Background: an optimization exercise with open tools, aiming at small area, a short achievable clock period and few clock cycles per item. Do not read the settings as production practice.
Only simulation tests tie the RTL to the original design; equivalence was not proved.

## v16
==> flow/design.v (excerpt) <==
module nco_waveform (
    input  wire        clk,
    input  wire        rst,         
    input  wire        in_valid,
    output wire        in_ready,
    input  wire [31:0] p_in,
    input  wire [31:0] gain_in,
    input  wire [2:0]  wave_in,
    input  wire [31:0] rng_in,
    output reg         out_valid,
    output reg  [31:0] y_out,
    output reg  [31:0] rng_out
);
Settings: LEC_CHECK=0, CAP_MARGIN=50, CORE_MARGIN=2, CORE_UTILIZATION=50, CTS_CLUSTER_DIAMETER=100, CTS_CLUSTER_SIZE=30, SLEW_MARGIN=70, SYNTH_HIERARCHICAL=1; clock period 22.0 ns.
standard.sh (not shown) runs the stock make flow with config.mk's settings and CLKGATE_MAP_FILE= SYNTH_SCRIPT=/design/flow/synth_recipe.tcl, a recipe that flattens the netlist after the stock synthesis.
==> flow/flow/run.sh <==
#!/bin/bash
# Layout: the standard flow (standard.sh, all steps unchanged), with the input and
# output port buffers that placement inserts made from sky130_fd_sc_hd__buf_2 cells.
# The make output goes to standard.log; ORFS's own per-step logs stay under orfs/logs/.
set -euo pipefail
export BUFFER_PORTS_ARGS="-buffer_cell sky130_fd_sc_hd__buf_2"
bash standard.sh finish > standard.log 2>&1
v16 finished all stages; the layout is clean.
Testbench counts of v16, summed over its fixed seeds: cycles 3,256, items 3,200.
For v12, these inputs were changed with respect to v16:
==> flow/run.sh (new file) <==
#!/bin/bash
# synth_recipe.tcl (not shown) runs the flow's synth.tcl, then flattens the netlist and writes it again
# the make line also repeats each setting of config.mk as NAME=value (left out here)
make -C /OpenROAD-flow-scripts/flow DESIGN_CONFIG=/design/flow/config.mk WORK_HOME=/design/flow/orfs CLKGATE_MAP_FILE= SYNTH_SCRIPT=/design/flow/synth_recipe.tcl finish
diff --git a/flow/config.mk b/flow/config.mk
--- a/flow/config.mk
+++ b/flow/config.mk
@@ -8,7 +8,8 @@
 export CAP_MARGIN = 50
 export CORE_MARGIN = 2
-export CORE_UTILIZATION = 50
+export CORE_UTILIZATION = 70
 export CTS_CLUSTER_DIAMETER = 100
 export CTS_CLUSTER_SIZE = 30
+export PLACE_DENSITY = 0.8
 export SLEW_MARGIN = 70
 export SYNTH_HIERARCHICAL = 1
removed: flow/flow/run.sh
removed: flow/standard.sh
- Of the two values seen for cell with the largest stage delay on the worst path, fa_1 was produced by v16 and clkdlybuf4s50_1 by v12.
- Number of well taps ended up 392 lower on v12 than on v16.
- Looking at global-route usage, v12 sits 9.7 points higher than v16 does.
- | wire length after detailed routing | v12 vs v16 | about 2.2% lower |
- Compared v12 vs v16, and end-of-flow core utilization is up in v12.
- Of the two values seen for capture point of the critical path, ci4 was produced by v16 and rng_out[30] by v12.
- v12 — met3 layer wire length in the routed design about 35% higher, v16 as reference
#### Input delta (v27 over v12)
diff --git a/flow/config.mk b/flow/config.mk
--- a/flow/config.mk
+++ b/flow/config.mk
@@ -8,8 +8,8 @@
 export CAP_MARGIN = 50
 export CORE_MARGIN = 2
-export CORE_UTILIZATION = 70
+export CORE_UTILIZATION = 60
 export CTS_CLUSTER_DIAMETER = 100
 export CTS_CLUSTER_SIZE = 30
-export PLACE_DENSITY = 0.8
+export PLACE_DENSITY = 0.7
 export SLEW_MARGIN = 70
 export SYNTH_HIERARCHICAL = 1
Findings:
Ratio of cells with drive above 1 in the final layout delta (v12 -> v27): insignificant
A end point of the critical path of rng_out[30] is what v12 shows, while rng_out[29] belongs to v27.
Sort v27 and v12 by number of non-clock buffers asc -> top: v12
Between v12 and v27, the half-perimeter wire length of the detailed placement result figures differ only marginally.
Shortest period the worst path allows down 0.020 ns in v27 wrt v12
Comparing v27 against v12, there is no change at all in number of nets with antenna violations after detailed routing.
The standard cells in v27 occupy more silicon area than those in v12 do.
The higher top achievable clock speed came out of v27.


nco_waveform again, from the RTL that the note above started with.
## nco_waveform
module nco_waveform (
    input  wire        clk,
    input  wire        rst,         
    input  wire        in_valid,
    output wire        in_ready,
    input  wire [31:0] p_in,
    input  wire [31:0] gain_in,
    input  wire [2:0]  wave_in,
    input  wire [31:0] rng_in,
    output reg         out_valid,
    output reg  [31:0] y_out,
    output reg  [31:0] rng_out
);
clock: 22.0 ns
lec_check: 0
cap_margin: 50
core_margin: 2
core_utilization: 60
cts_cluster_diameter: 100
cts_cluster_size: 30
place_density: 0.7
slew_margin: 70
synth_hierarchical: 1
==> flow/flow/run.sh <==
#!/bin/bash
# Layout: the standard flow (standard.sh, all steps unchanged), with the input and
# output port buffers that placement inserts made from sky130_fd_sc_hd__buf_2 cells.
# The make output goes to standard.log; ORFS's own per-step logs stay under orfs/logs/.
set -euo pipefail
export BUFFER_PORTS_ARGS="-buffer_cell sky130_fd_sc_hd__buf_2"
bash standard.sh finish > standard.log 2>&1
Testbench counts at the start, summed over its fixed seeds: cycles 3,256, items 3,200.
Edit:
Settings changed: CORE_UTILIZATION 60 to 70, PLACE_DENSITY 0.7 to 0.8.
The changed run finished with timing, DRC and antenna clean.
Register-to-register slack loses 0.08 ns.
Flip-flop and latch count stays the same.
Core utilization came out higher by 11 points.
Via count came out higher by about 2.1%.
Worst hold slack loses 0.0033 ns.
Clock-buffer cell count does not change.
First-iteration DRC count came out higher by 11%.
Routed wire length came out higher by 2.6%.
Die area came out lower by 14%.
Edit:
==> flow/run.sh (new file) <==
#!/bin/bash
# synth_recipe.tcl (not shown) runs the flow's synth.tcl, then flattens the netlist and writes it again
# the make line also repeats each setting of config.mk as NAME=value (left out here)
make -C /OpenROAD-flow-scripts/flow DESIGN_CONFIG=/design/flow/config.mk WORK_HOME=/design/flow/orfs CLKGATE_MAP_FILE= SYNTH_SCRIPT=/design/flow/synth_recipe.tcl finish
Settings changed: CORE_UTILIZATION 70 to 50, PLACE_DENSITY 0.8 to unset.
removed: flow/flow/run.sh
removed: flow/standard.sh
Core utilization came out lower by 20 points.
Global-route usage came out lower by 10 points.
Die area came out higher by about 40%.
Fmax came out lower by about 4.4%.
Cell area came out higher by 3.4%.
Synthesized cell count is unchanged.

## afterwards: timing with drivers on the ports
The results above use ideal ports. As a check the final layouts listed here were re-extracted and re-timed, cells and wires unchanged. Step 1 assumes that a clkbuf_16 drives the clock port and a buf_2 every other input. Step 2 times the ports against the registers' clock, not the clock port: input delays grow and output delays shrink by t, the midpoint of the rising clock arrivals with the driver on. Slacks: no drivers / after step 1 / after step 2; pairs: no drivers / after step 1.
run | t (ns) | slack for setup (ns) | hold slack, ns | clock arrival spread, ns | slew at the worst register clock pin (ns)
v16 | 0.687 | 16.220 / 16.220 / 16.220 | 0.311 / 0.311 / 0.311 | 0.050 / 0.050 | 0.11 / 0.11
v12 | 0.704 | 15.991 / 15.928 / 16.269 | 0.315 / 0.315 / 0.315 | 0.031 / 0.031 | 0.12 / 0.12
v27 | 0.697 | 16.010 / 15.945 / 16.372 | 0.322 / 0.322 / 0.322 | 0.039 / 0.040 | 0.11 / 0.11
the first run of note 2 | 0.695 | 16.325 / 16.325 / 16.325 | 0.325 / 0.325 / 0.325 | 0.029 / 0.029 | 0.11 / 0.11
the second run of note 2 | 0.701 | 16.248 / 16.248 / 16.248 | 0.322 / 0.322 / 0.322 | 0.050 / 0.051 | 0.12 / 0.12
the third run of note 2 | 0.697 | 15.981 / 15.916 / 16.359 | 0.301 / 0.301 / 0.301 | 0.044 / 0.043 | 0.11 / 0.11
After both steps every run listed still meets setup and hold.
